Background: an optimization exercise with open tools, aiming at small area. Do not read the settings as production practice.
Only simulation tests tie the RTL to the original design; equivalence was not proved.
No driver is modelled on the clock port, so clocking that relies on it looks cheaper here than on a real chip.
Power is estimated from default activity; no workload was simulated.

Design ycpu_core, start of the top module:
module ycpu_core (
    input  wire        clk,
    input  wire        rst,           
    output reg         bus_req,
    output reg         bus_we,
    output reg  [1:0]  bus_sel,       
    output reg  [14:0] bus_addr,
    output reg  [7:0]  bus_wdata,
    input  wire        bus_ack,
    input  wire        bus_err,
    input  wire [7:0]  bus_rdata,
    output wire        halted,
    output wire        fault,
    output wire [7:0]  pc_out
);
==> flow/config.mk <==
export PLATFORM = sky130hd
export DESIGN_NAME = ycpu_core
export DESIGN_NICKNAME = ycpu_core
export VERILOG_FILES = /design/flow/design.v
export SDC_FILE = /design/flow/constraint.sdc
export NUM_CORES = 4
export LEC_CHECK = 0
export CAP_MARGIN = 20
export CORE_MARGIN = 2
export CORE_UTILIZATION = 60
export GPL_TIMING_DRIVEN = 0
export SLEW_MARGIN = 20
==> flow/constraint.sdc <==
create_clock -name core_clock -period 15.0 [get_ports {clk}]
set_input_delay 3.0000 -clock core_clock [delete_from_list [all_inputs] [get_ports {clk}]]
set_output_delay 3.0000 -clock core_clock [all_outputs]
set_load 0.01 [all_outputs]
standard.sh (not shown) runs the stock make flow with config.mk's settings and CLKGATE_MAP_FILE= SYNTH_SCRIPT=/design/flow/synth_recipe.tcl, a recipe that flattens the netlist after the stock synthesis.
==> flow/flow/run.sh <==
#!/bin/bash
set -euo pipefail
WORK="$(cd "$(dirname "${BASH_SOURCE[0]}")/.." && pwd)"
cd "$WORK"
R="$WORK/orfs/results/$FLOW_PLATFORM/ycpu_core/base"
YOSYS="$FLOW_HOME/../tools/install/yosys/bin/yosys"
LIB="$FLOW_HOME/platforms/$FLOW_PLATFORM/lib/sky130_fd_sc_hd__tt_025C_1v80.lib"

bash standard.sh synth > "$WORK/log_1_standard_synth.log" 2>&1

cp "$R/1_2_yosys.v" "$WORK/netlist_standard.v"
python3 "$WORK/flow/cutregs.py" "$WORK/netlist_standard.v" "$WORK/cut_standard.v" > "$WORK/log_3_cut.log" 2>&1
export REOPT_LIB="$LIB" REOPT_IN="$WORK/netlist_standard.v" REOPT_TOP="$FLOW_TOP" \
       REOPT_IN_CUT="$WORK/cut_standard.v"
# four ABC runs with different seeds, in parallel
reopt_one() {
  local i=$1
  REOPT_OUT="$WORK/netlist_reopt$i.v" REOPT_OUT_CUT="$WORK/cut_reopt$i.v" \
  REOPT_SCRIPT="$WORK/flow/reopt$i.abc" bash -c '
    "$0" -c "$1/flow/reopt.tcl" > "$1/log_2_reopt$2.log" 2>&1 &&
    python3 "$1/flow/cutregs.py" "$REOPT_OUT" "$REOPT_OUT_CUT" > "$1/log_3_cut$2.log" 2>&1 &&
    "$0" -c "$1/flow/reopt_eq.tcl" > "$1/log_4_reopt_equiv$2.log" 2>&1 &&
    touch "$1/reopt_ok$2"' "$YOSYS" "$WORK" "$i" || true
}
for i in 1 2 3 4; do reopt_one $i & done
wait
best=""; best_area=""
for i in 1 2 3 4; do
  if [[ -f "$WORK/reopt_ok$i" ]]; then
    a=$(grep "Chip area" "$WORK/log_2_reopt$i.log" | tail -1 | awk '{print $NF}')
    echo "re-mapping $i proven equivalent, area $a"
    if [[ -z "$best" ]] || awk -v a="$a" -v b="$best_area" 'BEGIN{exit !(a < b)}'; then
      best="$WORK/netlist_reopt$i.v"; best_area="$a"
    fi
  else
    echo "re-mapping $i not used"
  fi
done
if [[ -n "$best" ]]; then
  echo "using $best (area $best_area)"
  cp "$best" "$R/1_2_yosys.v"
  rm -f "$R/1_synth.odb" "$R/1_synth.sdc"
else
  echo "keeping the standard netlist"
fi

bash standard.sh \
  "BUFFER_PORTS_ARGS=-buffer_cell sky130_fd_sc_hd__buf_1" \
  "CTS_ARGS=${CTS_ARGS_OVERRIDE:--sink_clustering_enable -repair_clock_nets -buf_list sky130_fd_sc_hd__clkbuf_8 -dont_use_dummy_load}" \
  "POST_CTS_TCL=$WORK/flow/post_cts.tcl" \
  finish > "$WORK/log_5_standard_layout.log" 2>&1
==> flow/flow/post_cts.tcl <==
set clk_slew_target 0.115
set sizes {sky130_fd_sc_hd__clkbuf_2 sky130_fd_sc_hd__clkbuf_4 sky130_fd_sc_hd__clkbuf_8 sky130_fd_sc_hd__clkbuf_16}
proc worst_clk_slew {} {
  set worst 0
  foreach p [get_pins -hierarchical */CLK] {
    set s [get_property $p slew_max]
    if {$s > $worst} { set worst $s }
  }
  return $worst
}
set block [ord::get_db_block]
set bufs {}
foreach inst [$block getInsts] {
  if {[string match "clkbuf_*" [$inst getName]] && [string match "sky130_fd_sc_hd__clkbuf_*" [[$inst getMaster] getName]]} {
    lappend bufs $inst
  }
}
foreach inst $bufs {
  set orig [[$inst getMaster] getName]
  foreach m $sizes {
    if {$m eq $orig} { break }
    replace_cell [$inst getName] $m
    estimate_parasitics -placement
    if {[worst_clk_slew] <= $clk_slew_target} {
      puts "post_cts: [$inst getName] $orig -> $m"
      set orig_kept 0
      break
    }
    replace_cell [$inst getName] $orig
  }
}
estimate_parasitics -placement
puts "post_cts: worst flip-flop clock pin slew [worst_clk_slew]"
detailed_placement
==> flow/flow/reopt.tcl <==
# Re-map the combinational logic of the standard synthesis netlist for area.
# Registers (their cells and names) are kept as they are: only the gates
# between them are re-optimised.
yosys -import
set lib $::env(REOPT_LIB)
read_liberty -ignore_miss_func $lib
read_verilog $::env(REOPT_IN)
hierarchy -top $::env(REOPT_TOP)
set ffs {}
foreach c [split [exec grep -o {sky130_fd_sc_hd__[a-z0-9_]*} $::env(REOPT_IN) | sort -u] "\n"] {
  if {[regexp {__(df|edf|sdf|dl|conb)} $c]} { lappend ffs $c }
}
puts "kept cells: $ffs"
foreach c $ffs { blackbox $c }
yosys rename -hide w:_*
flatten
yosys rename -hide w:*.*
opt_clean -purge
stat
abc -liberty $lib -script $::env(REOPT_SCRIPT) -dont_use *probe* -dont_use *lpflow*
opt_clean -purge
setundef -zero
hilomap -singleton -hicell sky130_fd_sc_hd__conb_1 HI -locell sky130_fd_sc_hd__conb_1 LO
insbuf -buf sky130_fd_sc_hd__buf_1 A X
splitnets
# left out here: clean up, hide names made inside functions
stat -liberty $lib
write_verilog -noattr -noexpr -nohex -nodec $::env(REOPT_OUT)
==> flow/flow/reopt1.abc <==
strash; dc2; &get -n; &deepsyn -T 40 -S 1; &put; dc2; dch -f; amap; topo
==> flow/flow/reopt2.abc <==
strash; dc2; &get -n; &deepsyn -T 40 -S 2; &put; dc2; dch -f; amap; topo
==> flow/flow/reopt3.abc <==
strash; dc2; &get -n; &deepsyn -T 40 -S 3; &put; dc2; dch -f; amap; topo
==> flow/flow/reopt4.abc <==
strash; dc2; &get -n; &deepsyn -T 40 -S 4; &put; dc2; dch -f; amap; topo
==> flow/flow/reopt_eq.tcl <==
# Prove the re-mapped netlist equivalent to the standard synthesis netlist:
# with the registers cut out (cutregs.py), every output and every register
# input must be the same function of the inputs and register outputs.
yosys -import
read_liberty -ignore_miss_func $::env(REOPT_LIB)
read_verilog $::env(REOPT_IN_CUT)
yosys rename $::env(REOPT_TOP) gold
read_verilog $::env(REOPT_OUT_CUT)
yosys rename $::env(REOPT_TOP) gate
flatten gold gate
opt_clean
miter -equiv -flatten -make_outputs -ignore_gold_x gold gate miter
hierarchy -top miter
sat -verify -prove trigger 0 -show-ports miter
Other scripts of this flow, unchanged in this note and not shown: flow/flow/cutregs.py
The baseline produced a clean layout.
Edit:
==> flow/flow/run.sh (replaced) <==
#!/bin/bash
set -euo pipefail
WORK="$(cd "$(dirname "${BASH_SOURCE[0]}")/.." && pwd)"
cd "$WORK"
R="$WORK/orfs/results/$FLOW_PLATFORM/ycpu_core/base"
YOSYS="$FLOW_HOME/../tools/install/yosys/bin/yosys"
LIB="$FLOW_HOME/platforms/$FLOW_PLATFORM/lib/sky130_fd_sc_hd__tt_025C_1v80.lib"

bash standard.sh synth > "$WORK/log_1_standard_synth.log" 2>&1

cp "$R/1_2_yosys.v" "$WORK/netlist_standard.v"
export REOPT_LIB="$LIB" REOPT_IN="$WORK/netlist_standard.v" REOPT_OUT="$WORK/netlist_reopt.v" \
       REOPT_TOP="$FLOW_TOP" REOPT_SCRIPT="$WORK/flow/reopt.abc"
export REOPT_IN_CUT="$WORK/cut_standard.v" REOPT_OUT_CUT="$WORK/cut_reopt.v"
if "$YOSYS" -c "$WORK/flow/reopt.tcl" > "$WORK/log_2_reopt.log" 2>&1 &&
   python3 "$WORK/flow/cutregs.py" "$REOPT_IN" "$REOPT_IN_CUT" > "$WORK/log_3_cut.log" 2>&1 &&
   python3 "$WORK/flow/cutregs.py" "$REOPT_OUT" "$REOPT_OUT_CUT" >> "$WORK/log_3_cut.log" 2>&1 &&
   "$YOSYS" -c "$WORK/flow/reopt_eq.tcl" > "$WORK/log_4_reopt_equiv.log" 2>&1; then
  echo "re-mapped netlist proven equivalent: using it"
  cp "$WORK/netlist_reopt.v" "$R/1_2_yosys.v"
  rm -f "$R/1_synth.odb" "$R/1_synth.sdc"
else
  echo "re-mapping not used: keeping the standard netlist"
fi

bash standard.sh \
  "BUFFER_PORTS_ARGS=-buffer_cell sky130_fd_sc_hd__buf_1" \
  "CTS_ARGS=${CTS_ARGS_OVERRIDE:--sink_clustering_enable -repair_clock_nets -buf_list sky130_fd_sc_hd__clkbuf_8 -dont_use_dummy_load}" \
  "POST_CTS_TCL=$WORK/flow/post_cts.tcl" \
  finish > "$WORK/log_5_standard_layout.log" 2>&1
--- a/flow/flow/post_cts.tcl
+++ b/flow/flow/post_cts.tcl
@@ -1,3 +1,3 @@
-set clk_slew_target 0.115
+set clk_slew_target 0.110
 set sizes {sky130_fd_sc_hd__clkbuf_2 sky130_fd_sc_hd__clkbuf_4 sky130_fd_sc_hd__clkbuf_8 sky130_fd_sc_hd__clkbuf_16}
 proc worst_clk_slew {} {
==> flow/flow/reopt.abc (new file) <==
strash; dc2; &get -n; &deepsyn -T 30; &put; dc2; dch -f; amap; topo
removed: flow/flow/reopt1.abc
removed: flow/flow/reopt2.abc
removed: flow/flow/reopt3.abc
removed: flow/flow/reopt4.abc
- clock-buffer cell count is unchanged
- power drops by about a fifth
- routed wire length climbs by a few percent
- synthesized cell count climbs slightly
- die area climbs slightly
- maximum frequency climbs slightly
- utilization drops by 2.1 points
- setup slack improved by 0.11 ns

==> separate check: timing with driven ports <==
How much do the figures lean on ideal ports? The routed layouts below were timed once more, with nothing changed but the port constraints. Step 1, drivers: a clkbuf_16 drives clk and a buf_2 each remaining input, both assumed. Step 2, shift: input delay + t, output delay - t, t = (earliest + latest rising clock arrival at the registers) / 2. This alone moves slack from input paths to output paths. Slacks: ideal ports / drivers / drivers and shift; pairs: ideal ports / drivers.
run | t (ns) | setup WS [ns] | worst setup path after step 2
the first run | 0.534 | 6.288 / 6.261 / 6.794 | register to output
the second run | 0.535 | 6.394 / 6.367 / 6.902 | register to output
After both steps every run listed still meets setup and hold.
